Source: an optimization exercise on an open RTL-to-GDS flow (aim: small area and few clock cycles). Production flows keep margins and buffers that such runs may drop. At most, simulation tests tie the RTL to the original design; equivalence was not proved. For runs 1 and 2, only the layout was checked, not whether the RTL still works. No activity file was given, so power comes from the tool's default toggle rates. The flow treats the clock pin as an ideal source, which a real chip does not have.

==> flow/design.v <==
module jtag_acc (
    input  wire        clk,
    input  wire        rst,
    input  wire        cmd_valid,
    output wire        cmd_ready,
    input  wire [31:0] cmd_word,
    output wire        rsp_valid,
    output wire [2:0]  rsp_status,
    output wire        tx_valid,
    input  wire        tx_ready,
    output wire [7:0]  tx_data,
    input  wire        rx_valid,
    output wire        rx_ready,
    input  wire [7:0]  rx_data,
    input  wire        link_err,
    output wire        busy,
    output reg         err,
    output reg  [1:0]  err_kind,
    output reg         sess_open,
    output wire [31:0] nbits,
    output reg         diag_valid,
    output reg  [5:0]  diag_index,
    output reg  [7:0]  diag_obs,
    output reg  [7:0]  diag_mask,
    output reg  [7:0]  diag_exp
);
    localparam CAP_BYTES = 32;
    localparam CAP_BITS  = 8 * CAP_BYTES;
    localparam [2:0] ST_OK      = 3'd0;
    localparam [2:0] ST_ALREADY = 3'd1;
    localparam [2:0] ST_VMIS    = 3'd2;
    localparam [2:0] ST_CONN    = 3'd3;
    localparam [2:0] ST_ILLEGAL = 3'd4;
    localparam [2:0] ST_NOSESS  = 3'd5;
    localparam [1:0] EK_NONE = 2'd0;
    localparam [1:0] EK_VMIS = 2'd1;
    localparam [1:0] EK_CONN = 2'd2;
    localparam [3:0] OP_SETUP    = 4'h1;
    localparam [3:0] OP_RECORD   = 4'h2;
    localparam [3:0] OP_WAIT     = 4'h3;
    localparam [3:0] OP_FLUSH    = 4'h4;
    localparam [3:0] OP_SHUTDOWN = 4'h5;
    localparam [2:0] P_IDLE = 3'd0;
    localparam [2:0] P_RSP  = 3'd1;    
    localparam [2:0] P_WAIT = 3'd2;    
    localparam [2:0] P_HDR  = 3'd3;    
    localparam [2:0] P_TMS  = 3'd4;
    localparam [2:0] P_TDI  = 3'd5;
    localparam [2:0] P_RX   = 3'd6;
    localparam [2:0] P_TXE  = 3'd7;    
    reg [CAP_BITS-1:0] rg_tms;      
    reg [CAP_BITS-1:0] rg_tdi;
    reg [CAP_BITS-1:0] rg_exp;
    reg [CAP_BITS-1:0] rg_mask;
    reg [4:0]  rot;                 
    reg [7:0]  s_tms, s_tdi, s_exp, s_mask;    
    reg        pv;      
    reg        f_act;                           
    reg [2:0]  f_cnt;
    reg [4:0]  f_lo;
    reg [5:0]  f_hi;
    reg        f_tms;
    reg [2:0]  ph;
    reg [8:0]  n;           
    reg [4:0]  idx;         
    reg [2:0]  status;
    reg [24:0] we;          
    reg        wtms;
    reg        in_wait;     
    assign nbits = {23'd0, n};
    wire [3:0] op = cmd_word[31:28];
    reg        illegal;
    always @(*) begin
        case (op)
            OP_SETUP, OP_FLUSH, OP_SHUTDOWN: illegal = (cmd_word[27:0] != 28'd0);
            OP_RECORD:                       illegal = (cmd_word[27:5] != 23'd0);
            OP_WAIT:                         illegal = (cmd_word[27:25] != 3'd0);
            default:                         illegal = 1'b1;
        endcase
    end
    wire cmd_in   = (ph == P_IDLE) || (ph == P_RSP);
    wire accept   = cmd_valid && cmd_in;
    wire legal_go = accept && !illegal && (sess_open || op == OP_SETUP);
    wire rec_go   = legal_go && op == OP_RECORD && !err;
    wire n_zero   = (n == 9'd0);
    wire [4:0] cb     = n[7:3];
    wire [4:0] cb_m1  = cb - 5'd1;
    wire [4:0] pv_off = cb_m1 - rot - 5'd1;
    wire       pv_inj = pv && (pv_off[2:0] == 3'd0);
    wire       pend   = pv || f_act;
    wire [7:0] lo_m   = (8'd1 << n[2:0]) - 8'd1;
    integer s, b;
    reg [4:0] arr;
    reg [7:0] im;
    always @(posedge clk) begin
        for (s = 0; s < CAP_BYTES; s = s + 1) begin
            arr = s[4:0] + rot + 5'd1;        
            im  = ((arr == cb) ? lo_m : 8'd0) | ((pv && arr == cb_m1) ? ~lo_m : 8'd0);
            if (s % 8 == 0 && im != 8'd0) begin
                for (b = 0; b < 8; b = b + 1) begin
                    rg_tms[s*8+b]  <= im[b] ? s_tms[b]  : rg_tms[((s+1)%CAP_BYTES)*8+b];
                    rg_tdi[s*8+b]  <= im[b] ? s_tdi[b]  : rg_tdi[((s+1)%CAP_BYTES)*8+b];
                    rg_exp[s*8+b]  <= im[b] ? s_exp[b]  : rg_exp[((s+1)%CAP_BYTES)*8+b];
                    rg_mask[s*8+b] <= im[b] ? s_mask[b] : rg_mask[((s+1)%CAP_BYTES)*8+b];
                end
            end else if (s % 8 == 0 && f_act && arr >= f_lo && {1'b0, arr} < f_hi) begin
                rg_tms[s*8 +: 8]  <= {8{f_tms}};
                rg_tdi[s*8 +: 8]  <= 8'd0;
                rg_exp[s*8 +: 8]  <= 8'd0;
                rg_mask[s*8 +: 8] <= 8'd0;
            end else begin
                rg_tms[s*8 +: 8]  <= rg_tms[((s+1)%CAP_BYTES)*8 +: 8];
                rg_tdi[s*8 +: 8]  <= rg_tdi[((s+1)%CAP_BYTES)*8 +: 8];
                rg_exp[s*8 +: 8]  <= rg_exp[((s+1)%CAP_BYTES)*8 +: 8];
                rg_mask[s*8 +: 8] <= rg_mask[((s+1)%CAP_BYTES)*8 +: 8];
            end
        end
        rot <= rst ? 5'd0 : rot + 5'd1;
    end
    wire       w_a    = (n[2:0] != 3'd0);
    wire       e_far  = (we[24:8] != 17'd0);                
    wire       e_here = !e_far && (we[7:3] == n[7:3]);      
    wire       w_b    = !w_a && !e_here;
    reg  [7:0] w_mask;
    integer j;
    always @(*) begin
        for (j = 0; j < 8; j = j + 1)
            w_mask[j] = (j >= n[2:0]) && (!e_here || j < we[2:0]);
    end
    wire [5:0]  b_end   = e_far ? 6'd32 : {1'b0, we[7:3]};
    wire        w_stall = (pv && !pv_inj) || (w_b && f_act);
    wire [8:0]  w_n     = w_b ? {b_end, 3'd0}
                        : e_here ? we[8:0] : {n[8:3] + 6'd1, 3'd0};
    wire        w_done  = !e_far && (w_n == we[8:0]);
    wire       in_w    = (ph == P_WAIT) && !w_b && !w_stall;
    wire       wr_en   = rec_go || in_w;
    wire [7:0] wr_bits = in_w ? w_mask : (8'd1 << n[2:0]);
    wire       d_tms   = in_w ? wtms : cmd_word[0];
    wire       d_tdi   = !in_w && cmd_word[1];
    wire       d_exp   = !in_w && cmd_word[3] && cmd_word[2];
    wire       d_mask  = !in_w && cmd_word[3];
    wire       wr_fill = wr_en && wr_bits[7];        
    integer i;
    always @(posedge clk) begin
        for (i = 0; i < 8; i = i + 1)
            if (wr_en && wr_bits[i]) begin
                s_tms[i]  <= d_tms;
                s_tdi[i]  <= d_tdi;
                s_exp[i]  <= d_exp;
                s_mask[i] <= d_mask;
            end
    end
    wire [8:0] nm1      = n - 9'd1;
    wire       at_last  = (idx == nm1[7:3]);
    wire       from_s   = at_last && (n[2:0] != 3'd0);
    wire [7:0] tail     = (8'd1 << n[2:0]) - 8'd1;
    wire [4:0] rp       = idx - rot - ((ph == P_RX) ? 5'd3 : 5'd0);
    wire       r_ok     = from_s || (rp[1:0] == 2'd0);
    wire [7:0] rsel     = from_s ? 8'd0 : (8'd1 << rp[4:2]);
    wire [7:0] tail_s   = from_s ? tail : 8'd0;
    reg  [7:0] q_tms, q_tdi, q_exp, q_mask;
    integer k;
    always @(*) begin
        q_tms = 8'd0; q_tdi = 8'd0; q_exp = 8'd0; q_mask = 8'd0;
        for (k = 0; k < 8; k = k + 1) begin
            q_tms  = q_tms  | (rg_tms[k*32 +: 8]  & {8{rsel[k]}});
            q_tdi  = q_tdi  | (rg_tdi[k*32 +: 8]  & {8{rsel[k]}});
            q_exp  = q_exp  | (rg_exp[(k*32+3*8) +: 8]  & {8{rsel[k]}});
            q_mask = q_mask | (rg_mask[(k*32+3*8) +: 8] & {8{rsel[k]}});
        end
    end
    wire [7:0] r_tms = q_tms | (s_tms & tail_s);
    wire [7:0] r_tdi = q_tdi | (s_tdi & tail_s);
    wire [7:0] r_exp = q_exp | (s_exp & tail_s);
    wire [7:0] r_mask = q_mask | (s_mask & tail_s);
    reg  [7:0] tx_r;
    reg        tx_v;
    reg  [7:0] hdr_byte;
    always @(*) begin
        case (idx[3:0])
            4'd1:    hdr_byte = 8'h68;   
            4'd2:    hdr_byte = 8'h69;   
            4'd3:    hdr_byte = 8'h66;   
            4'd4:    hdr_byte = 8'h74;   
            4'd5:    hdr_byte = 8'h3A;   
            4'd6:    hdr_byte = n[7:0];
            4'd7:    hdr_byte = {7'd0, n[8]};
            default: hdr_byte = 8'h00;
        endcase
    end
    wire       tx_free  = !tx_v || tx_ready;
    wire       ld_ok    = (ph == P_HDR) ? !((idx[3:0] == 4'd9) && pend) : r_ok;
    wire       tx_ld    = tx_free && ld_ok && ((ph == P_HDR) || (ph == P_TMS) || (ph == P_TDI));
    wire [7:0] ld_byte  = (hdr_byte & {8{ph == P_HDR}}) | (r_tms & {8{ph == P_TMS}}) | (r_tdi & {8{ph == P_TDI}});
    assign cmd_ready  = cmd_in;
    assign busy       = (ph != P_IDLE);
    assign rsp_valid  = (ph == P_RSP);
    assign rsp_status = status;
    assign tx_valid   = tx_v;
    assign tx_data    = tx_r;
    assign rx_ready   = (ph == P_RX) && r_ok;
    wire mismatch = ((rx_data & r_mask) != r_exp);
    always @(posedge clk) begin
        if (rst) begin
            ph         <= P_IDLE;
            n          <= 9'd0;
            err        <= 1'b0;
            err_kind   <= EK_NONE;
            sess_open  <= 1'b0;
            diag_valid <= 1'b0;
            diag_index <= 6'd0;
            diag_obs   <= 8'd0;
            diag_mask  <= 8'd0;
            diag_exp   <= 8'd0;
            pv         <= 1'b0;
            f_act      <= 1'b0;
            tx_v       <= 1'b0;
        end else begin
            if (wr_fill)
                pv <= 1'b1;
            else if (pv_inj)
                pv <= 1'b0;
            if (f_act) begin
                f_cnt <= f_cnt + 3'd1;
                if (f_cnt == 3'd7)
                    f_act <= 1'b0;
            end
            case (ph)
                P_IDLE, P_RSP: begin
                    if (!cmd_valid) begin
                        ph <= P_IDLE;
                    end else if (illegal) begin
                        status <= ST_ILLEGAL;
                        ph     <= P_RSP;
                    end else if (!sess_open && op != OP_SETUP) begin
                        status <= ST_NOSESS;
                        ph     <= P_RSP;
                    end else begin
                        idx     <= 5'd0;
                        in_wait <= 1'b0;
                        case (op)
                            OP_SETUP: begin
                                n          <= 9'd0;
                                err        <= 1'b0;
                                err_kind   <= EK_NONE;
                                diag_valid <= 1'b0;
                                diag_index <= 6'd0;
                                diag_obs   <= 8'd0;
                                diag_mask  <= 8'd0;
                                diag_exp   <= 8'd0;
                                sess_open  <= 1'b1;
                                pv         <= 1'b0;
                                f_act      <= 1'b0;
                                status     <= ST_OK;
                                ph         <= P_RSP;
                            end
                            OP_RECORD: begin
                                if (err) begin
                                    status <= ST_ALREADY;
                                    ph     <= P_RSP;
                                end else begin
                                    n <= n + 9'd1;
                                    if (n == CAP_BITS - 1 || cmd_word[4]) begin
                                        begin ph <= P_HDR; tx_r <= 8'h73; tx_v <= 1'b1; idx <= 5'd1; end
                                    end else begin
                                        status <= ST_OK;
                                        ph     <= P_RSP;
                                    end
                                end
                            end
                            OP_WAIT: begin
                                if (err) begin
                                    status <= (cmd_word[23:0] != 24'd0 || !n_zero) ? ST_ALREADY : ST_OK;
                                    ph     <= P_RSP;
                                end else if (cmd_word[23:0] != 24'd0) begin
                                    we      <= {16'd0, n} + {1'b0, cmd_word[23:0]};
                                    wtms    <= cmd_word[24];
                                    in_wait <= 1'b1;
                                    ph      <= P_WAIT;
                                end else if (n_zero) begin
                                    status <= ST_OK;
                                    ph     <= P_RSP;
                                end else begin
                                    begin ph <= P_HDR; tx_r <= 8'h73; tx_v <= 1'b1; idx <= 5'd1; end
                                end
                            end
                            default: begin   
                                if (op == OP_SHUTDOWN)
                                    sess_open <= 1'b0;
                                if (n_zero) begin
                                    status <= ST_OK;
                                    ph     <= P_RSP;
                                end else if (err) begin
                                    status <= ST_ALREADY;
                                    ph     <= P_RSP;
                                end else begin
                                    begin ph <= P_HDR; tx_r <= 8'h73; tx_v <= 1'b1; idx <= 5'd1; end
                                end
                            end
                        endcase
                    end
                end
                P_WAIT: begin
                    idx <= 5'd0;
                    if (!w_stall) begin
                        n    <= w_n;
                        if (w_b) begin
                            f_act <= 1'b1;
                            f_cnt <= 3'd0;
                            f_lo  <= n[7:3];
                            f_hi  <= b_end;
                            f_tms <= wtms;
                        end
                        if (w_n[8]) begin
                            begin ph <= P_HDR; tx_r <= 8'h73; tx_v <= 1'b1; idx <= 5'd1; end                
                        end else if (w_done) begin
                            in_wait <= 1'b0;            
                            begin ph <= P_HDR; tx_r <= 8'h73; tx_v <= 1'b1; idx <= 5'd1; end
                        end
                    end
                end
                P_HDR, P_TMS, P_TDI, P_TXE: begin
                    if (link_err) begin
                        err      <= 1'b1;
                        err_kind <= EK_CONN;
                        status   <= ST_CONN;
                        tx_v     <= 1'b0;
                        ph       <= P_RSP;
                    end else begin
                        if (tx_ld) begin
                            tx_r <= ld_byte;
                            tx_v <= 1'b1;
                            idx  <= idx + 5'd1;
                            if (ph == P_HDR) begin
                                if (idx[3:0] == 4'd9) begin
                                    idx <= 5'd0;
                                    ph  <= P_TMS;
                                end
                            end else if (at_last) begin
                                idx <= 5'd0;
                                ph  <= (ph == P_TMS) ? P_TDI : P_TXE;
                            end
                        end else if (tx_v && tx_ready) begin
                            tx_v <= 1'b0;
                            if (ph == P_TXE)
                                ph <= P_RX;
                        end
                    end
                end
                P_RX: begin
                    if (link_err) begin
                        err        <= 1'b1;
                        err_kind   <= EK_CONN;
                        status     <= ST_CONN;
                        diag_valid <= 1'b0;
                        diag_index <= 6'd0;
                        diag_obs   <= 8'd0;
                        diag_mask  <= 8'd0;
                        diag_exp   <= 8'd0;
                        ph         <= P_RSP;
                    end else if (rx_valid && r_ok) begin
                        idx <= idx + 5'd1;
                        if (mismatch && !diag_valid) begin
                            diag_valid <= 1'b1;
                            diag_index <= {1'b0, idx};
                            diag_obs   <= rx_data;
                            diag_mask  <= r_mask;
                            diag_exp   <= r_exp;
                        end
                        if (at_last) begin
                            idx <= 5'd0;
                            if (mismatch || diag_valid) begin
                                err      <= 1'b1;
                                err_kind <= EK_VMIS;
                                status   <= ST_VMIS;
                                ph       <= P_RSP;
                            end else begin
                                n      <= 9'd0;
                                status <= ST_OK;
                                we     <= {we[24:8] - 17'd1, we[7:0]};
                                ph     <= (in_wait && we != 25'd256) ? P_WAIT : P_RSP;
                            end
                        end
                    end
                end
                default: ph <= P_IDLE;
            endcase
        end
    end
endmodule
==> flow/flow/run.sh <==
#!/bin/bash
export BUFFER_PORTS_ARGS="-buffer_cell sky130_fd_sc_hd__buf_1"
export CTS_ARGS="-sink_clustering_enable -repair_clock_nets -sink_clustering_size 26 -sink_clustering_max_diameter 100 -dont_use_dummy_load"
bash standard.sh > standard.log 2>&1
==> flow/standard.sh <==
#!/bin/bash
# synth_recipe.tcl (not shown) runs the flow's synth.tcl, then flattens the netlist and writes it again
# the make line also repeats each setting of config.mk as NAME=value (left out here)
make -C /OpenROAD-flow-scripts/flow DESIGN_CONFIG=/design/flow/config.mk WORK_HOME=/design/flow/orfs CLKGATE_MAP_FILE= SYNTH_SCRIPT=/design/flow/synth_recipe.tcl "${@:-finish}"
==> flow/config.mk <==
export PLATFORM = sky130hd
export DESIGN_NAME = jtag_acc
export DESIGN_NICKNAME = jtag_acc
export VERILOG_FILES = /design/flow/design.v
export SDC_FILE = /design/flow/constraint.sdc
export NUM_CORES = 4
export LEC_CHECK = 0
export CAP_MARGIN = 20
export CORE_MARGIN = 2
export CORE_UTILIZATION = 40
export SLEW_MARGIN = 20
==> flow/constraint.sdc <==
create_clock -name core_clock -period 10.0 [get_ports {clk}]
set_input_delay 2.0000 -clock core_clock [delete_from_list [all_inputs] [get_ports {clk}]]
set_output_delay 2.0000 -clock core_clock [all_outputs]
set_load 0.01 [all_outputs]
==> impl_metrics.ini, run 1 <==
[setup_path]
startpoint_type = flop
path_class = flop to flop
worst-path-buf-inv = 6
crit_chain = buf_4 > inv_1 > nor2_1 > nand2_1 > buf_4 > fa_1 > inv_1 > ha_1 > o211a_1 > o21ai_1 > nand2_1 > a31oi_4 > and2_1 > buf_4 > a221o_1 > o211a_1 > o221ai_1 > nor4b_4 > nand2b_1 > o32ai_1 > nor3b_2 > buf_4
max_stage_delay_ns = 0.91
cp_max_fo = 26
cp_top_family = simple AND/OR/NAND/NOR gates
end_kind = flop
crit_top_cell = buf_4
critical_path.slowest_cell = nor4b_4
required_ns = 10.32
arrival_ns = 8.03

[clock_tree]
postCtsSetupBuffers = 0
cts_made_buffers = 52
htreeDepth = 2
insertion_delay_ns = 0.65
cts_sinks = 1168
cts_resized = 0
cts_tree = built
ctsRootBufferMaster = clkbuf_16
cts_hold_buf = 0
clk_pin_slew_ns = 0.10
cts_buffer_depth = 3

[place]
gp_congestion = 0.965
hpwl_um = 72700
placed_area_um2 = 36300
io_buffers = 104

[global_routing]
grt_pass1_vias = 21000
track_usage = 0.217
grt_overflow = 0
grt_max_degree = 63
grt_pass1_wl_um = 143000
antenna_found_initial = 3

[route]
met3_length_um = 7280
highest_layer = met4
drt-total-wl_um = 99300
met1Wirelength_um = 42200
ant_nets = 0
dr.first_iter.drc_count = 2353
post_drt_wl_per_cell_um = 24.9
dr.pass1.iters = 8
drc = 0
vias_per_cell = 5.50
wl_met2_um = 45100
dr_total_vias = 22000

[die]
fp.dieH_um = 298
dieArea_um2 = 88800
coreArea_um2 = 85400
num_io_pins = 129
start_util = 0.405
fp.dieW_um = 298
rows = 107

[timing]
fin_skew_ns = 0.0766
worstMarginPinSlew_ns = 1.17
fin_crit_ns = 7.71
max_slew_margin = 0.199
rsz0062_at_grt = false
drv_slew = 0
hold_ws_ns = 0.309
fin_crit_sh = 0.771
max_freq_mhz = 130
setup_viol = 0
hold_viol_final = 0
fin_setup_tns_ns = 0

[logic_synthesis]
synth_edf_count = 90
synth_ff_type = dfxtp_1
ys_types = 98
synthArstFlopShare = 0
synth_top_family_by_area = compound AO/OA/AOI/OAI gates
yosysSeqAreaShare = 0.702
synthMuxAreaShare = 0.0161
syn-mean-instance-area_um2 = 12.6
yosys_warnings = 1
synth-xor-area-share = 0.0234
ys_ff_latch = 1168
synthSimpleGateAreaFrac = 0.0870
synth_compound_area_frac = 0.124
synth_area_um2 = 34600
synthAdderAreaFrac = 0.0222
synth_cells = 2738

[finish]
layout_commonest_cell = dfxtp_1
syn2layout_area_growth_pct = 8.87
drive_gt1_frac = 0.0559
final_nets = 2950
layout_common_cells = 1,078 x dfxtp_1, 140 x nand2_1, 124 x nor2_1, 103 x buf_1, 100 x nand3_1
finalInstanceArea_um2 = 37700

[power]
totalPowerFinal_mw = 7.27
p_leak_nw = 14.2
power.density_nw_per_um2 = 193
ir_worst_vdd_uv = 115

[run]
max_cap_violations = 0

[worst_hold_path]
min_path_type = flop to flop

[status]
status = complete, no violations
-- layer usage --
layer	up-vias	track usage
met3	241	0.0336
met4	0	0.0934
met1	10800	0.291
met5	-	0
li1	9884	-
met2	1030	0.348
-- state kept, by name, indices dropped and copies added (netlist names), 5 cells and up --
register    cells
s_tms           8
diag_mask       8
rot             5
n               9
rg_mask       256
tx_r            8
s_exp           8
s_mask          8
rg_exp        256
idx             5
f_lo            5
diag_obs        8
f_hi            6
we             25
rg_tdi        256
s_tdi           8
diag_exp        8
diag_index      5
rg_tms        256
-- worst register-to-register path: stages (launching register included) --
cell and delay (ns):
dfxtp_1 0.33, buf_4 0.25, inv_1 0.17, nor2_1 0.15
nand2_1 0.08, buf_4 0.25, fa_1 0.58, inv_1 0.05
ha_1 0.17, o211a_1 0.23, o21ai_1 0.48, nand2_1 0.75
a31oi_4 0.61, and2_1 0.19, buf_4 0.35, a221o_1 0.32
o211a_1 0.16, o221ai_1 0.18, nor4b_4 0.91, nand2b_1 0.42
o32ai_1 0.31, nor3b_2 0.20, buf_4 0.27
-- cell families after synthesis --
group	Yosys count
compound gates	580
buf+inv	193
fa+ha+maj	59
other cells	1
flops	1168
simple gates	595
xor+xnor	89
mux	53
-- layout make-up --
| type | count | area [um^2] |
|---|---|---|
| fill | 7956 | 47800 |
| sequential | 1168 | 24300 |
| multi-input combinational | 1400 | 9580 |
| tap | 1144 | 1430 |
| clock buffer | 52 | 1300 |
| timing repair buffer | 162 | 827 |
| inverter | 61 | 229 |
| antenna | 2 | 5.00 |
-- worst paths after layout --
path	from	end	slack, ns	cells after the start
worst max-delay path	ph[1]$_SDFFE_PP0P_	we[22]$_DFFE_PP_	2.29	22
worst min-delay path	rg_mask[230]$_DFF_P_	rg_mask[222]$_DFF_P_	0.31	0
worst min register to register	rg_mask[230]$_DFF_P_	rg_mask[222]$_DFF_P_	0.31	0
worst max register to register	ph[1]$_SDFFE_PP0P_	we[22]$_DFFE_PP_	2.29	22
-- stage by stage --
stage | util | worst slack [ns] | cells
2_1_floorplan | - | 3.06 | 2761
3_3_place_gp | 0.425 | 2.77 | 3934
3_5_place_dp | 0.425 | 2.50 | 3935
4_1_cts | 0.441 | 2.46 | 3987
5_1_grt | 0.441 | 1.96 | 3987
6_report | 0.441 | 2.29 | 3989
-- power by group --
part,total (mW),internal [mW],switching (mW),leakage (nW)
registers,4.76,4.74,0.0171,9.50
clock network,2.27,0.930,1.34,0.641
logic,0.237,0.0631,0.174,4.02
-- synthesized netlist by cell type (20+ instances only) --
library cell | n | area (um^2)
dfxtp_1 | 1078 | 21600
nand2_1 | 141 | 529
nor2_1 | 125 | 469
nand3_1 | 100 | 500
a22o_1 | 99 | 867
a21oi_1 | 95 | 475
o21ai_0 | 94 | 470
edfxtp_1 | 90 | 2700
clkbuf_1 | 67 | 251
inv_1 | 57 | 214
ha_1 | 55 | 688
xor2_1 | 52 | 455
and3_1 | 49 | 307
mux2i_1 | 49 | 490
nor3_1 | 40 | 200
a221o_1 | 39 | 390
xnor2_1 | 34 | 298
a22oi_1 | 30 | 225
buf_4 | 29 | 218
o21ai_1 | 22 | 110
a31oi_1 | 21 | 131
nand4_1 | 20 | 125
==> run 2, diff against run 1 <==
==> flow/flow/run.sh (replaced) <==
#!/bin/bash
export BUFFER_PORTS_ARGS="-buffer_cell sky130_fd_sc_hd__buf_1"
export CTS_ARGS="-sink_clustering_enable -repair_clock_nets -sink_clustering_size 30 -sink_clustering_max_diameter 100 -dont_use_dummy_load"
bash standard.sh > standard.log 2>&1
==> run 2 against run 1 <==
  * Critical path depth unchanged
  * Sequential cell count unchanged
  * Largest cell class unchanged
  * Setup slack got worse by 0.033 ns
==> impl_metrics.ini, run 2 <==
[status]
status = complete, no violations

[global_routing]
track_usage = 0.217
grt_pass1_vias = 20900
grt_max_degree = 63
grt_pass1_wl_um = 143000
antenna_found_initial = 2
grt_overflow = 0

[logic_synthesis]
yosys-top-cells-count = 1,078 x dfxtp_1, 141 x nand2_1, 125 x nor2_1
yosys_warnings = 1
ys_types = 98
synth_ff_type = dfxtp_1
ys_ff_latch = 1168
synth_area_leaders = dfxtp_1 62%, edfxtp_1 7.8%, a22o_1 2.5%, ha_1 2.0%, nand2_1 1.5%
synth_area_um2 = 34600
synthArstFlopShare = 0
yosysMostFrequentCell = dfxtp_1
synth_cells = 2738
synth_top_cell_area_share = 0.624
syn-mean-instance-area_um2 = 12.6
synth_edf_count = 90
synth_area_leader_cell = dfxtp_1
yosysSeqAreaShare = 0.702

[clock_tree]
htreeDepth = 2
postCtsSetupBuffers = 0
insertion_delay_ns = 0.64
cts_resized = 0
cts_sinks = 1168
cts_buffer_depth = 3
clk_pin_slew_ns = 0.10
cts_tree = built
ctsRootBufferMaster = clkbuf_16
cts_hold_buf = 0
cts_made_buffers = 47

[setup_path]
crit_top_cell = buf_4
end_kind = flop
critical_path.slowest_cell = nor4b_4
arrival_ns = 8.04
reg2reg_from = ph[1]$_SDFFE_PP0P_
critPathLaunch = ph[1]$_SDFFE_PP0P_
required_ns = 10.29
startpoint_type = flop
max_stage_delay_ns = 0.93
cp_max_fo = 26
path_class = flop to flop
crit_chain = buf_4 > inv_1 > nor2_1 > nand2_1 > buf_4 > fa_1 > inv_1 > ha_1 > o211a_1 > o21ai_1 > nand2_1 > a31oi_4 > and2_1 > buf_4 > a221o_1 > o211a_1 > o221ai_1 > nor4b_4 > nand2b_1 > o32ai_1 > nor3b_2 > buf_4

[die]
coreArea_um2 = 85400
start_util = 0.405
fp.dieH_um = 298
fp.dieW_um = 298
rows = 107
num_io_pins = 129
dieArea_um2 = 88800

[timing]
max_freq_mhz = 129
fin_setup_tns_ns = 0
max_slew_margin = 0.171
fin_skew_ns = 0.0735
worstMarginPinSlew_ns = 1.23
setup_viol = 0
drv_slew = 0
fin_crit_ns = 7.75
hold_viol_final = 0
rsz0062_at_grt = false
fin_crit_sh = 0.775

[run]
max_cap_violations = 0

[finish]
syn2layout_area_growth_pct = 8.50
drive_gt1_frac = 0.0543
layout_commonest_cell = dfxtp_1
final_cells = 3983
layout_common_cells = 1,078 x dfxtp_1, 140 x nand2_1, 124 x nor2_1, 103 x buf_1, 100 x nand3_1
final_nets = 2945

[route]
ant_nets = 0
dr.first_iter.drc_count = 2434
dr.pass1.iters = 7
drc = 0
vias_per_cell = 5.49
dr_total_vias = 21900
drt-total-wl_um = 99400
post_drt_wl_per_cell_um = 25.0

[power]
p_sw_mw = 1.52
p_clk_frac = 0.303
p_leak_nw = 14.1
switching_share = 0.211
ir_worst_vdd_uv = 111
pwr-share-comb = 0.033
power.density_nw_per_um2 = 191
power.internal_mw = 5.65
p_seq_frac = 0.664

[worst_hold_path]
min_path_type = flop to flop
hp-start = rg_exp[161]$_DFF_P_

[place]
io_buffers = 104
place_inst = 3935
hpwl_um = 72700
gp_congestion = 0.965
[run 2: changes by cell type in the layout (fill, tap and decap cells not counted)]
cell / previous run / this run
diode_2: 2 / 1
o21ai_0: 86 / 87
o21ai_1: 28 / 27
clkbuf_16: 52 / 47
[run 2: final timing paths]
| kind | endpoint | slack [ns] | depth (start not counted) |
|---|---|---|---|
| worst min-delay path | rg_exp[153]$_DFF_P_ | 0.30 | 0 |
| worst min register to register | rg_exp[153]$_DFF_P_ | 0.30 | 0 |
| worst max register to register | we[21]$_DFFE_PP_ | 2.25 | 22 |
| worst max-delay path | we[21]$_DFFE_PP_ | 2.25 | 22 |
[run 2: logic make-up (layout without fill, tap and decap cells)]
family | count (synthesis) | count (layout) | synth area share
and+or+nand+nor | 595 | 595 | 0.0870
adders and majority gates | 59 | 59 | 0.0222
buffers and inverters | 193 | 270 | 0.0254
xor gates and xnor gates | 89 | 89 | 0.0234
AOI/OAI and AO/OA | 580 | 580 | 0.124
DFF | 1168 | 1168 | 0.702
muxes | 53 | 53 | 0.0161
other | 1 | 25 | 0.000108
[run 2: area by class of cell]
type	instances	area (um^2)
fill	7979	47900
timing repair buffer	162	827
tap	1144	1430
clock buffer	47	1180
inverter	61	229
antenna	1	2.50
sequential	1168	24300
multi-input combinational	1400	9580
[run 2: critical path, delay by kind of cell, from the launching register on]
family	cells	cell delay, ns
buffers and inverters	6	1.34
flip-flops	1	0.33
AO/OA/AOI/OAI	7	2.28
AND/OR/NAND/NOR	7	2.68
adder cells (fa/ha/maj)	2	0.72
[run 2: routing by layer]
metal | track usage | up-vias | part of all wire
met5 | 0 | - | 0
met4 | 0.0884 | 0 | 0.045
met3 | 0.0325 | 228 | 0.070
met2 | 0.349 | 1026 | 0.46
met1 | 0.293 | 10800 | 0.43
li1 | - | 9857 | -
[run 2: stage by stage]
stage               hold WS (ns)   util  area (um^2)  setup slack (ns)  total power, mW
floorplan                  0.310      -        34700              3.06             5.00
global placement           0.310  0.425        36300              2.77             5.09
detailed placement         0.312  0.425        36300              2.50             5.10
CTS                        0.304  0.439        37500              2.45             7.21
global route               0.311  0.439        37500              1.90             7.39
finish                     0.300  0.439        37500              2.25             7.17
[run 2: power by group through the flow]
stage                     clock, mW  sequential (mW)  combinational (mW)
final                          2.17             4.76               0.237
after global routing           2.38             4.77               0.249
after CTS                      2.22             4.76               0.230
after detailed placement          0             4.87               0.229
after global placement            0             4.87               0.224
after floorplan                   0             4.86               0.146
==> run 3, diff against run 2 <==
--- a/flow/design.v
+++ b/flow/design.v
@@ -64,7 +64,8 @@
     reg [8:0]  n;           
     reg [4:0]  idx;         
     reg [2:0]  status;
-    reg [24:0] we;          
+    reg [15:0] wp;          
+    reg [8:0]  wl;
     reg        wtms;
     reg        in_wait;     
     assign nbits = {23'd0, n};
@@ -118,20 +119,20 @@
         rot <= rst ? 5'd0 : rot + 5'd1;
     end
     wire       w_a    = (n[2:0] != 3'd0);
-    wire       e_far  = (we[24:8] != 17'd0);                
-    wire       e_here = !e_far && (we[7:3] == n[7:3]);      
+    wire       e_far  = (wp != 16'd0) || wl[8];             
+    wire       e_here = !e_far && (wl[7:3] == n[7:3]);      
     wire       w_b    = !w_a && !e_here;
     reg  [7:0] w_mask;
     integer j;
     always @(*) begin
         for (j = 0; j < 8; j = j + 1)
-            w_mask[j] = (j >= n[2:0]) && (!e_here || j < we[2:0]);
+            w_mask[j] = (j >= n[2:0]) && (!e_here || j < wl[2:0]);
     end
-    wire [5:0]  b_end   = e_far ? 6'd32 : {1'b0, we[7:3]};
+    wire [5:0]  b_end   = e_far ? 6'd32 : {1'b0, wl[7:3]};
     wire        w_stall = (pv && !pv_inj) || (w_b && f_act);
     wire [8:0]  w_n     = w_b ? {b_end, 3'd0}
-                        : e_here ? we[8:0] : {n[8:3] + 6'd1, 3'd0};
-    wire        w_done  = !e_far && (w_n == we[8:0]);
+                        : e_here ? wl : {n[8:3] + 6'd1, 3'd0};
+    wire        w_done  = !e_far && (w_n == wl);
     wire       in_w    = (ph == P_WAIT) && !w_b && !w_stall;
     wire       wr_en   = rec_go || in_w;
     wire [7:0] wr_bits = in_w ? w_mask : (8'd1 << n[2:0]);
@@ -150,8 +151,8 @@
                 s_mask[i] <= d_mask;
             end
     end
-    wire [8:0] nm1      = n - 9'd1;
-    wire       at_last  = (idx == nm1[7:3]);
+    wire [5:0] last     = n[8:3] - {5'd0, (n[2:0] == 3'd0)};    
+    wire       at_last  = ({1'b0, idx} == last);
     wire       from_s   = at_last && (n[2:0] != 3'd0);
     wire [7:0] tail     = (8'd1 << n[2:0]) - 8'd1;
     wire [4:0] rp       = idx - rot - ((ph == P_RX) ? 5'd3 : 5'd0);
@@ -273,7 +274,8 @@
                                     status <= (cmd_word[23:0] != 24'd0 || !n_zero) ? ST_ALREADY : ST_OK;
                                     ph     <= P_RSP;
                                 end else if (cmd_word[23:0] != 24'd0) begin
-                                    we      <= {16'd0, n} + {1'b0, cmd_word[23:0]};
+                                    wp      <= cmd_word[23:8];
+                                    wl      <= {1'b0, n[7:0]} + {1'b0, cmd_word[7:0]};
                                     wtms    <= cmd_word[24];
                                     in_wait <= 1'b1;
                                     ph      <= P_WAIT;
@@ -377,8 +379,11 @@
                             end else begin
                                 n      <= 9'd0;
                                 status <= ST_OK;
-                                we     <= {we[24:8] - 17'd1, we[7:0]};
-                                ph     <= (in_wait && we != 25'd256) ? P_WAIT : P_RSP;
+                                if (wl[8])
+                                    wl[8] <= 1'b0;
+                                else
+                                    wp <= wp - 16'd1;
+                                ph     <= (in_wait && !(wl[7:0] == 8'd0 && (wl[8] ? wp == 16'd0 : wp == 16'd1))) ? P_WAIT : P_RSP;
                             end
                         end
                     end
==> run 3 against run 2 <==
  * Clock skew grew 0.012 ns
  * Still clean on timing, DRC and antenna
  * Utilization barely moved
  * Die area down 2.1%
==> impl_metrics.ini, run 3 <==
[logic_synthesis]
ys_ff_latch = 1168
ys_types = 97
syn-mean-instance-area_um2 = 13.0
synth_top_cell_area_share = 0.638
synth_cells = 2602
synth_area_um2 = 33900
synthArstFlopShare = 0
yosys-top-cells-count = 1,078 x dfxtp_1, 168 x nand2_1, 118 x a22o_1
yosysSeqAreaShare = 0.717
synth_edf_count = 90
synth_area_leader_cell = dfxtp_1
synth_area_leaders = dfxtp_1 64%, edfxtp_1 8.0%, a22o_1 3.1%, ha_1 2.0%, nand2_1 1.9%
yosys_warnings = 1
synth_ff_type = dfxtp_1
yosysMostFrequentCell = dfxtp_1

[timing]
fin_setup_tns_ns = 0
max_freq_mhz = 136
max_slew_margin = 0.176
fin_crit_ns = 7.38
worstMarginPinSlew_ns = 1.22
drv_slew = 0
hold_ws_ns = 0.264
rsz0062_at_grt = false
fin_skew_ns = 0.0854
setup_viol = 0
fin_crit_sh = 0.738
hold_viol_final = 0

[clock_tree]
insertion_delay_ns = 0.65
cts_sinks = 1168
clk_pin_slew_ns = 0.11
htreeDepth = 2
cts_buffer_depth = 3
cts_tree = built
ctsRootBufferMaster = clkbuf_16
cts_made_buffers = 46
cts_resized = 0
postCtsSetupBuffers = 0
cts_hold_buf = 0

[power]
p_leak_nw = 13.8
ir_worst_vdd_uv = 167
power.density_nw_per_um2 = 195
totalPowerFinal_mw = 7.18

[route]
dr_total_vias = 20900
drt-total-wl_um = 96900
ant_nets = 0
post_drt_wl_per_cell_um = 25.2
vias_per_cell = 5.43
dr.pass1.iters = 6
drc = 0
dr.first_iter.drc_count = 2315

[die]
dieArea_um2 = 87000
start_util = 0.404
rows = 106
fp.dieW_um = 295
fp.dieH_um = 295
num_io_pins = 129
coreArea_um2 = 83700

[finish]
final_nets = 2820
final_core_util = 0.440
drive_gt1_frac = 0.0579
syn2layout_area_growth_pct = 8.66
layout_common_cells = 1,078 x dfxtp_1, 168 x nand2_1, 118 x a22o_1, 104 x buf_1, 102 x nor2_1
fillers = 7636
layout_commonest_cell = dfxtp_1
finalInstanceArea_um2 = 36800

[place]
hpwl_um = 69400
placed_area_um2 = 35600
gp_congestion = 0.967
io_buffers = 104

[setup_path]
critical_path.slowest_cell = dfxtp_1
crit_top_cell = inv_1
startpoint_type = flop
arrival_ns = 7.69
worst-path-buf-inv = 5
cp_top_family = compound AO/OA/AOI/OAI gates
path_class = flop to flop
cp_max_fo = 40
max_stage_delay_ns = 0.81
required_ns = 10.31
end_kind = flop
crit_chain = inv_1 > nor2_1 > nand2_1 > buf_4 > inv_1 > ha_1 > inv_1 > ha_1 > a21o_1 > o21ai_0 > nand2_1 > nor2_1 > a221oi_1 > a31oi_1 > nand4_1 > a2111oi_4 > and3b_1 > a21oi_1 > a2111oi_4 > buf_4

[global_routing]
antenna_found_initial = 3
grt_pass1_vias = 20400
track_usage = 0.221
grt_max_degree = 46
grt_pass1_wl_um = 140000
grt_overflow = 0

[status]
status = complete, no violations

[worst_hold_path]
min_path_type = flop to flop

[run]
max_cap_violations = 0
-- run 3: logic make-up (layout without fill, tap and decap cells) --
| logic type | after synthesis | in the layout | synth area share |
|---|---|---|---|
| AO/OA/AOI/OAI | 581 | 581 | 0.127 |
| XOR/XNOR | 76 | 76 | 0.0215 |
| adder cells (fa/ha/maj) | 59 | 59 | 0.0227 |
| buffers and inverters | 163 | 251 | 0.0228 |
| flip-flops | 1168 | 1168 | 0.717 |
| multiplexers | 57 | 57 | 0.0173 |
| other | 1 | 26 | 0.000111 |
| AND/OR/NAND/NOR | 497 | 497 | 0.0710 |
-- run 3: worst paths after layout --
kind	startpoint	end	slack [ns]	cells after the start
worst max-delay path	ph[1]$_SDFFE_PP0P_	wp[15]$_DFFE_PP_	2.62	20
worst max register to register	ph[1]$_SDFFE_PP0P_	wp[15]$_DFFE_PP_	2.62	20
worst min register to register	rg_tdi[86]$_DFF_P_	rg_tdi[78]$_DFF_P_	0.26	0
worst min-delay path	rg_tdi[86]$_DFF_P_	rg_tdi[78]$_DFF_P_	0.26	0
-- run 3: layout make-up --
| class | count | area, um^2 | share of cell area |
|---|---|---|---|
| Sequential cell | 1168 | 24300 | 0.660 |
| Inverter | 57 | 214 | 0.00582 |
| Timing Repair Buffer | 148 | 721 | 0.0196 |
| Antenna cell | 2 | 5.00 | 0.000136 |
| Tap cell | 1134 | 1420 | 0.0386 |
| Clock buffer | 46 | 1150 | 0.0313 |
| Multi-Input combinational cell | 1294 | 8990 | 0.244 |
-- run 3: power breakdown --
group / switching (mW) / internal (mW)
clock: 1.33 / 0.831
combinational: 0.163 / 0.0594
sequential: 0.0286 / 4.77
total: 1.52 / 5.66
-- run 3: through the flow --
stage | setup WS, ns | std cells
after global routing | 2.01 | 3849
after global placement | 2.74 | 3800
after CTS | 2.49 | 3846
after detailed placement | 2.48 | 3800
after floorplan | 3.95 | 2625
final | 2.62 | 3849
-- run 3: metal layers --
| layer | vias to the layer above | routed length, um | track usage | part of all wire |
|---|---|---|---|---|
| met5 | - | 12 | 0 | 0.00012 |
| met4 | 2 | 3160 | 0.0724 | 0.033 |
| met3 | 190 | 7380 | 0.0391 | 0.076 |
| met2 | 949 | 43400 | 0.347 | 0.45 |
| met1 | 10300 | 43000 | 0.308 | 0.44 |
| li1 | 9418 | - | - | - |
Testbench counts of run 3, summed over its fixed seeds: cycles 56,990.
==> run 4, diff against run 3 <==
--- a/flow/design.v
+++ b/flow/design.v
@@ -57,9 +57,7 @@
     reg        pv;      
     reg        f_act;                           
     reg [2:0]  f_cnt;
-    reg [4:0]  f_lo;
-    reg [5:0]  f_hi;
-    reg        f_tms;
+    reg [4:0]  f_lo;    
     reg [2:0]  ph;
     reg [8:0]  n;           
     reg [4:0]  idx;         
@@ -104,8 +102,8 @@
                     rg_exp[s*8+b]  <= im[b] ? s_exp[b]  : rg_exp[((s+1)%CAP_BYTES)*8+b];
                     rg_mask[s*8+b] <= im[b] ? s_mask[b] : rg_mask[((s+1)%CAP_BYTES)*8+b];
                 end
-            end else if (s % 8 == 0 && f_act && arr >= f_lo && {1'b0, arr} < f_hi) begin
-                rg_tms[s*8 +: 8]  <= {8{f_tms}};
+            end else if (s % 8 == 0 && f_act && arr >= f_lo) begin
+                rg_tms[s*8 +: 8]  <= {8{wtms}};
                 rg_tdi[s*8 +: 8]  <= 8'd0;
                 rg_exp[s*8 +: 8]  <= 8'd0;
                 rg_mask[s*8 +: 8] <= 8'd0;
@@ -310,8 +308,6 @@
                             f_act <= 1'b1;
                             f_cnt <= 3'd0;
                             f_lo  <= n[7:3];
-                            f_hi  <= b_end;
-                            f_tms <= wtms;
                         end
                         if (w_n[8]) begin
                             begin ph <= P_HDR; tx_r <= 8'h73; tx_v <= 1'b1; idx <= 5'd1; end                
--- a/flow/config.mk
+++ b/flow/config.mk
@@ -7,5 +7,5 @@
 export LEC_CHECK = 0
 export CAP_MARGIN = 20
 export CORE_MARGIN = 2
-export CORE_UTILIZATION = 40
+export CORE_UTILIZATION = 60
 export SLEW_MARGIN = 20
==> run 4 against run 3 <==
  * Area after synthesis fell by 0.37%
  * Register-to-register slack got worse by 0.64 ns
  * Total power fell by 1.7%
  * Largest cell class unchanged
  * Routed wire length grew 0.70%
  * Fmax down 7.9%
  * Critical endpoint is now wp[8]$_DFFE_PP_
  * Highest routed layer is now met4
==> impl_metrics.ini, run 4 <==
[worst_hold_path]
min_path_type = flop to flop

[clock_tree]
htreeDepth = 2
cts_hold_buf = 0
insertion_delay_ns = 0.66
ctsRootBufferMaster = clkbuf_16
cts_sinks = 1161
cts_tree = built
clk_pin_slew_ns = 0.11
cts_buffer_depth = 3
cts_made_buffers = 45
cts_resized = 0
postCtsSetupBuffers = 0

[global_routing]
grt_pass1_vias = 20300
use_met2 = 0.528
grt_overflow = 0
grt_max_degree = 38
grtUsageMet3 = 0.0635
grt_busiest_layer = met2
antenna_found_initial = 0
grtUsageMet1 = 0.448
track_usage = 0.333
grt_pass1_wl_um = 138000

[setup_path]
r2r_setup_slack_ns = 1.99
required_ns = 10.23
arrival_ns = 8.24
cp_max_fo = 37
path_class = flop to flop
end_kind = flop
startpoint_type = flop

[place]
place_inst = 3515
gp_congestion = 0.955
hpwl_um = 71800
io_buffers = 104
pre_cts_ws_ns = 2.19

[timing]
max_freq_mhz = 125
setup_viol = 0
max_slew_margin = 0.162
rsz0062_at_grt = false
drv_slew = 0
fin_crit_sh = 0.801
worst_slack_ns = 1.99
hold_viol_final = 0
fin_crit_ns = 8.01
fin_setup_tns_ns = 0
worstMarginPinSlew_ns = 1.26
fin_skew_ns = 0.0880
hold_ws_ns = 0.237

[logic_synthesis]
synth_ff_type = dfxtp_1
ys_ff_latch = 1161
synthArstFlopShare = 0
syn-mean-instance-area_um2 = 12.4
yosys-top-cells-count = 1,078 x dfxtp_1, 231 x nand2_1, 145 x o21ai_0
yosysMostFrequentCell = dfxtp_1
synth_area_leaders = dfxtp_1 64%, edfxtp_1 7.4%, nand2_1 2.6%, a22o_1 2.4%, o21ai_0 2.2%
synth_cells = 2710
synth_area_leader_cell = dfxtp_1
synth_top_cell_area_share = 0.640
ys_types = 97
yosys_warnings = 1
yosysSeqAreaShare = 0.714
synth_area_um2 = 33700
synth_edf_count = 83

[finish]
layout_common_cells = 1,078 x dfxtp_1, 231 x nand2_1, 129 x o21ai_0, 109 x nor2_1, 104 x buf_1
ff_latch_area_um2 = 24100
drive_gt1_frac = 0.0547
syn2layout_area_growth_pct = 7.05
layout_commonest_cell = dfxtp_1
multi_input_area_um2 = 8880
final_nets = 2913
fillers = 4211
final_cells = 3561
insertedDiodeCount = 0

[power]
ir_worst_vdd_uv = 196
p_leak_nw = 13.7
power.density_nw_per_um2 = 195

[route]
dr_total_vias = 21500
post_drt_wl_per_cell_um = 27.4
drt-total-wl_um = 97600
dr.pass1.iters = 6
ant_nets = 0
drc = 0
vias_per_cell = 6.02
dr.first_iter.drc_count = 2579

[die]
fp.dieH_um = 241
rows = 86
num_io_pins = 129
dieArea_um2 = 58100
start_util = 0.610
coreArea_um2 = 55300
fp.dieW_um = 241

[status]
status = complete, no violations

[run]
max_cap_violations = 0
[run 4: cell count changes in the layout (fill, tap and decap cells not counted), sizes merged, moves of 8 or more]
| cell | previous run | this run |
|---|---|---|
| nand2 | 169 | 232 |
| o21ai | 116 | 148 |
| inv | 54 | 85 |
| mux2i | 46 | 18 |
| a22o | 118 | 91 |
| o22ai | 10 | 37 |
| a211oi | 15 | 28 |
| a221o | 29 | 18 |
| a31oi | 22 | 11 |
| nor4 | 24 | 14 |
| a32oi | 13 | 4 |
| a221oi | 17 | 25 |
| o32ai | 1 | 9 |
[run 4: final cells by class]
class / count / area share
Inverter: 88 / 0.00915
Timing Repair Buffer: 154 / 0.0211
Multi-Input combinational cell: 1365 / 0.246
Clock buffer: 45 / 0.0312
Tap cell: 748 / 0.0259
Sequential cell: 1161 / 0.667
[run 4: metrics by stage]
stage / total power [mW] / area [um^2] / utilization
final: 7.06 / 36100 / 0.653
after global routing: 7.24 / 36100 / 0.653
after CTS: 7.07 / 36100 / 0.653
after detailed placement: 5.04 / 35000 / 0.632
after global placement: 5.03 / 35000 / 0.632
after floorplan: 4.95 / 33800 / -
[run 4: metal layers]
metal  vias to the layer above  wire, um
li1                       9641         -
met1                     10500     40400
met2                      1080     44000
met3                       232      8240
met4                         0      4870
met5                         -         0
[run 4: worst max-delay path, stage by stage (launching register included)]
cell and delay (ns):
dfxtp_1 0.78, nor2b_1 0.29, nand2_1 0.07, buf_4 0.28, inv_1 0.58, ha_1 0.29, inv_1 0.05, ha_1 0.26
a21oi_1 0.43, nand3_1 0.67, nand2_1 0.73, mux2_2 0.41, a2111oi_2 0.40, a211oi_1 0.15, xnor2_1 0.29, nand4_1 0.24
or3_1 0.67, o41ai_1 0.34, and3_1 0.71
[run 4: cell families after synthesis]
| family | Yosys count | synth area share |
|---|---|---|
| other | 1 | 0.000111 |
| adder cells (fa/ha/maj) | 52 | 0.0202 |
| XOR/XNOR | 74 | 0.0197 |
| AO/OA/AOI/OAI | 601 | 0.128 |
| AND/OR/NAND/NOR | 585 | 0.0813 |
| multiplexers | 29 | 0.00968 |
| buffers and inverters | 207 | 0.0274 |
| flip-flops | 1161 | 0.714 |
[run 4: worst paths after layout]
kind                         from                   end  cells after the start
min reg2reg  rg_mask[196]$_DFF_P_  rg_mask[188]$_DFF_P_                      0
min          rg_mask[196]$_DFF_P_  rg_mask[188]$_DFF_P_                      0
max reg2reg    ph[1]$_SDFFE_PP0P_       wp[8]$_DFFE_PP_                     18
max            ph[1]$_SDFFE_PP0P_       wp[8]$_DFFE_PP_                     18
[run 4: report_power, final]
| part | internal [mW] | total, mW | switching [mW] |
|---|---|---|---|
| clock network | 0.813 | 2.12 | 1.31 |
| logic | 0.0597 | 0.229 | 0.169 |
| registers | 4.70 | 4.71 | 0.0128 |
| total | 5.57 | 7.06 | 1.49 |
Testbench counts of run 4, summed over its fixed seeds: cycles 56,990.
==> run 5, diff against run 4 <==
--- a/flow/config.mk
+++ b/flow/config.mk
@@ -7,5 +7,5 @@
 export LEC_CHECK = 0
 export CAP_MARGIN = 20
 export CORE_MARGIN = 2
-export CORE_UTILIZATION = 60
+export CORE_UTILIZATION = 40
 export SLEW_MARGIN = 20
==> run 5 against run 4 <==
  * Still clean
  * Fmax increased by 0.69%
  * Area after synthesis unchanged
  * First-iteration DRC count shrank 14%
  * Register-to-register slack better by 0.05 ns
  * Die area rose by 49%
  * Sequential cell count stayed put
  * Sequential power hardly changed
  * Non-clock buffer count fell by 2
  * Cell area is 1.2% higher
  * Routed wire length grew 0.65%
  * Worst hold slack better by 0.089 ns
  * Cell count increased by 9.4%
  * Largest cell class unchanged
  * Largest power group unchanged
  * Highest routed layer unchanged
==> impl_metrics.ini, run 5 <==
[die]
num_io_pins = 129
coreArea_um2 = 83600
rows = 106
dieArea_um2 = 86700
fp.dieH_um = 294
start_util = 0.404
fp.dieW_um = 294

[global_routing]
antenna_found_initial = 3
grt_pass1_vias = 20300
track_usage = 0.223
grt_overflow = 0
grt_pass1_wl_um = 141000
grt_max_degree = 38

[finish]
final_core_util = 0.437
drive_gt1_frac = 0.0537
syn2layout_area_growth_pct = 8.33
layout_commonest_cell = dfxtp_1
final_nets = 2912
layout_common_cells = 1,078 x dfxtp_1, 231 x nand2_1, 129 x o21ai_0, 109 x nor2_1, 104 x buf_1

[timing]
fin_crit_ns = 7.96
fin_setup_tns_ns = 0
setup_viol = 0
fin_skew_ns = 0.0710
worstMarginPinSlew_ns = 1.24
max_slew_margin = 0.168
fin_crit_sh = 0.796
rsz0062_at_grt = false
drv_slew = 0
hold_viol_final = 0
max_freq_mhz = 126

[power]
p_leak_nw = 13.7
power.density_nw_per_um2 = 194
ir_worst_vdd_uv = 106

[logic_synthesis]
synth_area_leader_cell = dfxtp_1
synth_top_cell_area_share = 0.640
synth_cells = 2710
yosys_warnings = 1
synthArstFlopShare = 0
synth_area_um2 = 33700
yosys-top-cells-count = 1,078 x dfxtp_1, 231 x nand2_1, 145 x o21ai_0
yosysSeqAreaShare = 0.714
ys_ff_latch = 1161
synth_ff_type = dfxtp_1
synth_area_leaders = dfxtp_1 64%, edfxtp_1 7.4%, nand2_1 2.6%, a22o_1 2.4%, o21ai_0 2.2%
ys_types = 97
syn-mean-instance-area_um2 = 12.4
synth_edf_count = 83
yosysMostFrequentCell = dfxtp_1

[clock_tree]
insertion_delay_ns = 0.62
postCtsSetupBuffers = 0
cts_tree = built
htreeDepth = 2
cts_hold_buf = 0
cts_resized = 0
cts_sinks = 1161
cts_made_buffers = 46
ctsRootBufferMaster = clkbuf_16
cts_buffer_depth = 3
clk_pin_slew_ns = 0.11

[setup_path]
end_kind = flop
r2r_setup_slack_ns = 2.04
required_ns = 10.23
cp_max_fo = 37
path_class = flop to flop
regToRegEndpoint = wp[5]$_DFFE_PP_
reg2reg_depth = 20
arrival_ns = 8.19
startpoint_type = flop
reg2reg_from = ph[1]$_SDFFE_PP0P_

[route]
dr.first_iter.drc_count = 2227
dr.pass1.iters = 6
post_drt_wl_per_cell_um = 25.2
drc = 0
ant_nets = 0
vias_per_cell = 5.42
drt-total-wl_um = 98200
dr_total_vias = 21100

[worst_hold_path]
hold_end = rg_tdi[39]$_DFF_P_
hp-start = rg_tdi[47]$_DFF_P_
min_path_type = flop to flop
holdPathStages = 0

[status]
status = complete, no violations

[place]
gp_congestion = 0.949
io_buffers = 104
hpwl_um = 71500

[run]
max_cap_violations = 0
==> run 5: how the worst max path moves through the flow <==
stage / slack, ns / depth (start not counted) / endpoint / startpoint
floorplan: 4.32 / 23 / wp[0]$_DFFE_PP_ / ph[1]$_SDFFE_PP0P_
global placement: 2.30 / 19 / wp[10]$_DFFE_PP_ / ph[1]$_SDFFE_PP0P_
detailed placement: 2.20 / 19 / wp[8]$_DFFE_PP_ / ph[1]$_SDFFE_PP0P_
CTS: 2.16 / 19 / wp[5]$_DFFE_PP_ / ph[1]$_SDFFE_PP0P_
global route: 1.61 / 19 / wp[3]$_DFFE_PP_ / ph[1]$_SDFFE_PP0P_
finish: 2.04 / 20 / wp[5]$_DFFE_PP_ / ph[1]$_SDFFE_PP0P_
==> run 5: logic make-up after synthesis <==
| logic type | Yosys count | synth area share |
|---|---|---|
| and+or+nand+nor | 585 | 0.0813 |
| buffers and inverters | 207 | 0.0274 |
| xor gates and xnor gates | 74 | 0.0197 |
| other | 1 | 0.000111 |
| muxes | 29 | 0.00968 |
| AOI/OAI and AO/OA | 601 | 0.128 |
| DFF | 1161 | 0.714 |
| adders and majority gates | 52 | 0.0202 |
==> run 5: area by class of cell <==
class | instances | area (um^2)
sequential | 1161 | 24100
antenna | 2 | 5.00
tap | 1080 | 1350
clock buffer | 46 | 1150
fill | 7722 | 47000
inverter | 88 | 330
multi-input combinational | 1365 | 8880
timing repair buffer | 152 | 751
==> run 5: report_power, final <==
part / leakage [nW] / internal, mW / switching [mW] / total, mW
clock network: 0.567 / 0.830 / 1.32 / 2.15
registers: 9.44 / 4.70 / 0.0121 / 4.71
logic: 3.72 / 0.0596 / 0.180 / 0.240
==> run 5: metal layers <==
metal	share of wire	GRT usage	wire [um]
met5	0	0	0
met4	0.048	0.0971	4760
met3	0.067	0.0350	6550
met2	0.44	0.345	43100
met1	0.45	0.310	43800
==> run 5: worst max-delay path: stages (launching register included) <==
cell and delay [ns]:
dfxtp_1 0.81, nor2b_1 0.29, nand2_1 0.08, buf_4 0.25, inv_1 0.09, buf_4 0.28
ha_1 0.20, inv_1 0.04, ha_1 0.46, o211a_1 0.34, or3_1 0.36, nand2_1 0.72
a211oi_4 0.49, buf_4 0.46, nand2_1 0.13, a211oi_1 0.26, xnor2_1 0.27, nand4_1 0.32
or3_1 0.69, o41ai_1 0.31, and3_1 0.69
==> run 5: stage by stage <==
stage | power, mW | hold slack, ns | cell area [um^2] | std cells | worst slack, ns
after floorplan | 4.95 | 0.310 | 33800 | 2733 | 4.32
after global placement | 5.04 | 0.310 | 35300 | 3843 | 2.30
after detailed placement | 5.05 | 0.312 | 35400 | 3846 | 2.20
after CTS | 7.13 | 0.326 | 36500 | 3892 | 2.16
after global routing | 7.31 | 0.329 | 36500 | 3892 | 1.61
final | 7.10 | 0.326 | 36500 | 3894 | 2.04
==> run 6, diff against run 5 <==
==> flow/flow/run.sh (replaced) <==
#!/bin/bash
export BUFFER_PORTS_ARGS="-buffer_cell sky130_fd_sc_hd__buf_1"
export CTS_ARGS="-sink_clustering_enable -repair_clock_nets -sink_clustering_size 16 -sink_clustering_max_diameter 60 -dont_use_dummy_load -buf_list sky130_fd_sc_hd__clkbuf_8"
bash standard.sh > standard.log 2>&1
==> run 6 against run 5 <==
  * Critical path depth fell by 1
  * Largest power group unchanged
  * Critical endpoint is now wp[0]$_DFFE_PP_
  * First-iteration DRC count increased by 1.6%
  * Via count rose by 1.3%
  * Synthesized cell count is the same
==> impl_metrics.ini, run 6 <==
[status]
status = complete, no violations

[route]
met3_length_um = 6730
dr_total_vias = 21400
ant_nets = 0
dr.pass1.iters = 6
vias_per_cell = 5.43
wl_met2_um = 43500
dr.first_iter.drc_count = 2262
drc = 0
met1Wirelength_um = 43800
highest_layer = met5
post_drt_wl_per_cell_um = 25.1
drt-total-wl_um = 98700

[clock_tree]
cts_hold_buf = 0
postCtsSetupBuffers = 0
cts_tree = built
cts_sinks = 1161
clk_pin_slew_ns = 0.09
cts_made_buffers = 89
ctsRootBufferMaster = clkbuf_8
cts_resized = 0
insertion_delay_ns = 0.72
htreeDepth = 3
cts_buffer_depth = 3

[logic_synthesis]
synth_area_leader_cell = dfxtp_1
ys_ff_latch = 1161
synth_top_cell_area_share = 0.640
synth_ff_type = dfxtp_1
synth_area_um2 = 33700
yosys_warnings = 1
synth_edf_count = 83
yosysSeqAreaShare = 0.714
synthArstFlopShare = 0
ys_types = 97
syn-mean-instance-area_um2 = 12.4
yosys-top-cells-count = 1,078 x dfxtp_1, 231 x nand2_1, 145 x o21ai_0
synth_cells = 2710
yosysMostFrequentCell = dfxtp_1
synth_area_leaders = dfxtp_1 64%, edfxtp_1 7.4%, nand2_1 2.6%, a22o_1 2.4%, o21ai_0 2.2%

[setup_path]
reg2reg_depth = 19
critical_path.slowest_cell = dfxtp_1
max_stage_delay_ns = 0.80
path_class = flop to flop
regToRegEndpoint = wp[0]$_DFFE_PP_
crit_chain = nor2b_1 > nand2_1 > buf_4 > inv_1 > buf_4 > ha_1 > inv_1 > ha_1 > a21oi_1 > nand3_1 > nand2_1 > mux2_2 > a2111oi_2 > a211oi_1 > xnor2_1 > nand4_1 > or3_1 > o41ai_1 > and3_1
end_kind = flop
required_ns = 10.31
startpoint_type = flop
cp_max_fo = 37
r2r_setup_slack_ns = 2.12
cp_top_family = simple AND/OR/NAND/NOR gates
reg2reg_from = ph[1]$_SDFFE_PP0P_
worst-path-buf-inv = 4
arrival_ns = 8.20

[global_routing]
grt_pass1_vias = 20700
track_usage = 0.226
grt_max_degree = 38
grt_overflow = 0
antenna_found_initial = 3
grt_pass1_wl_um = 142000

[timing]
max_slew_margin = 0.144
worst_slack_ns = 2.12
fin_crit_ns = 7.88
drv_slew = 0
hold_viol_final = 0
fin_setup_tns_ns = 0
setup_viol = 0
fin_skew_ns = 0.0963
rsz0062_at_grt = false
worstMarginPinSlew_ns = 1.27
max_freq_mhz = 127
fin_crit_sh = 0.788

[place]
place_inst = 3846
gp_congestion = 0.949
hpwl_um = 71500
io_buffers = 104
pre_cts_ws_ns = 2.20

[die]
fp.dieW_um = 294
rows = 106
start_util = 0.404
num_io_pins = 129
dieArea_um2 = 86700
fp.dieH_um = 294
coreArea_um2 = 83600

[finish]
fillers = 7713
final_nets = 2955
ff_latch_area_um2 = 24100
final_core_util = 0.438
drive_gt1_frac = 0.0680
layout_commonest_cell = dfxtp_1
final_cells = 3938
syn2layout_area_growth_pct = 8.56
layout_common_cells = 1,078 x dfxtp_1, 231 x nand2_1, 129 x o21ai_0, 109 x nor2_1, 104 x buf_1
multi_input_area_um2 = 8880

[power]
power.density_nw_per_um2 = 194
ir_worst_vdd_uv = 98.5
p_leak_nw = 13.8

[worst_hold_path]
hp-start = rg_tms[18]$_DFF_P_
holdPathStages = 0
min_path_type = flop to flop
hold_end = rg_tms[10]$_DFF_P_

[run]
max_cap_violations = 0
-- run 6: worst max path at each step --
stage	from	to	slack [ns]	depth (start not counted)
3_3_place_gp	ph[1]$_SDFFE_PP0P_	wp[10]$_DFFE_PP_	2.30	19
2_1_floorplan	ph[1]$_SDFFE_PP0P_	wp[0]$_DFFE_PP_	4.32	23
4_1_cts	ph[1]$_SDFFE_PP0P_	wp[0]$_DFFE_PP_	2.21	19
5_1_grt	ph[1]$_SDFFE_PP0P_	wp[0]$_DFFE_PP_	1.67	19
3_5_place_dp	ph[1]$_SDFFE_PP0P_	wp[8]$_DFFE_PP_	2.20	19
6_report	ph[1]$_SDFFE_PP0P_	wp[0]$_DFFE_PP_	2.12	19
-- run 6: final cells by class --
| cell class | count | share of cell area |
|---|---|---|
| Antenna cell | 3 | 0.000205 |
| Tap cell | 1080 | 0.0369 |
| Inverter | 88 | 0.00902 |
| Sequential cell | 1161 | 0.657 |
| Timing Repair Buffer | 152 | 0.0205 |
| Clock buffer | 89 | 0.0335 |
| Multi-Input combinational cell | 1365 | 0.242 |
-- run 6: power by group --
group          switching, mW  internal, mW
Clock                   1.36         0.796
Sequential            0.0121          4.70
Combinational          0.180        0.0596
-- run 6: cell families (layout without fill, tap and decap cells) --
logic type                 after synthesis  after routing  share of synthesized area
DFF                                   1161           1161                      0.714
and+or+nand+nor                        585            585                     0.0813
other                                    1             27                   0.000111
adders and majority gates               52             52                     0.0202
muxes                                   29             29                    0.00968
buffers and inverters                  207            329                     0.0274
AOI/OAI and AO/OA                      601            601                      0.128
xor gates and xnor gates                74             74                     0.0197
-- run 6: per-stage QoR --
step | instance area (um^2) | hold WS, ns | total power [mW]
floorplan | 33800 | 0.310 | 4.95
global placement | 35300 | 0.310 | 5.04
detailed placement | 35400 | 0.312 | 5.05
CTS | 36600 | 0.241 | 7.15
global route | 36600 | 0.235 | 7.33
finish | 36600 | 0.227 | 7.11
-- run 6: worst reg2reg max path, cell delays in order (launching register included) --
cell and delay [ns]:
dfxtp_1 0.80, nor2b_1 0.30, nand2_1 0.08, buf_4 0.25, inv_1 0.10, buf_4 0.28
ha_1 0.21, inv_1 0.04, ha_1 0.25, a21oi_1 0.41, nand3_1 0.71, nand2_1 0.76
mux2_2 0.42, a2111oi_2 0.42, a211oi_1 0.15, xnor2_1 0.36, nand4_1 0.32, or3_1 0.68
o41ai_1 0.31, and3_1 0.70
-- run 6: per-layer routing --
metal | global-route usage | vias to the layer above
met5 | 0 | -
met4 | 0.103 | 2
met3 | 0.0394 | 217
met2 | 0.349 | 960
met1 | 0.309 | 10500
li1 | - | 9722

-- afterwards: timing with drivers on the ports --
Ports are ideal in the flow. The routed layouts listed here were re-timed in OpenROAD. Step 1: set_driving_cell puts a clkbuf_16 on clk and a buf_2 on each other input, an assumption about the parent block. Step 2 also shifts input and output timing later by t, the mid clock arrival at the registers, as if the neighbouring blocks saw the same clock. Slacks: no drivers / after step 1 / after step 2; pairs: no drivers / after step 1.
| run | t (ns) | setup slack, ns | slew at the worst register clock pin (ns) | worst slew at a driven data input, ns |
|---|---|---|---|---|
| run 1 | 0.678 | 2.286 / 2.286 / 2.286 | 0.10 / 0.10 | 0.06 |
| run 2 | 0.669 | 2.252 / 2.252 / 2.252 | 0.11 / 0.11 | 0.06 |
| run 3 | 0.668 | 2.622 / 2.622 / 2.622 | 0.12 / 0.12 | 0.08 |
| run 4 | 0.679 | 1.986 / 1.986 / 1.986 | 0.11 / 0.11 | 0.06 |
| run 5 | 0.654 | 2.041 / 2.041 / 2.041 | 0.11 / 0.11 | 0.13 |
| run 6 | 0.753 | 2.117 / 2.117 / 2.117 | 0.11 / 0.11 | 0.11 |
After both steps setup and hold are still met in every run listed.
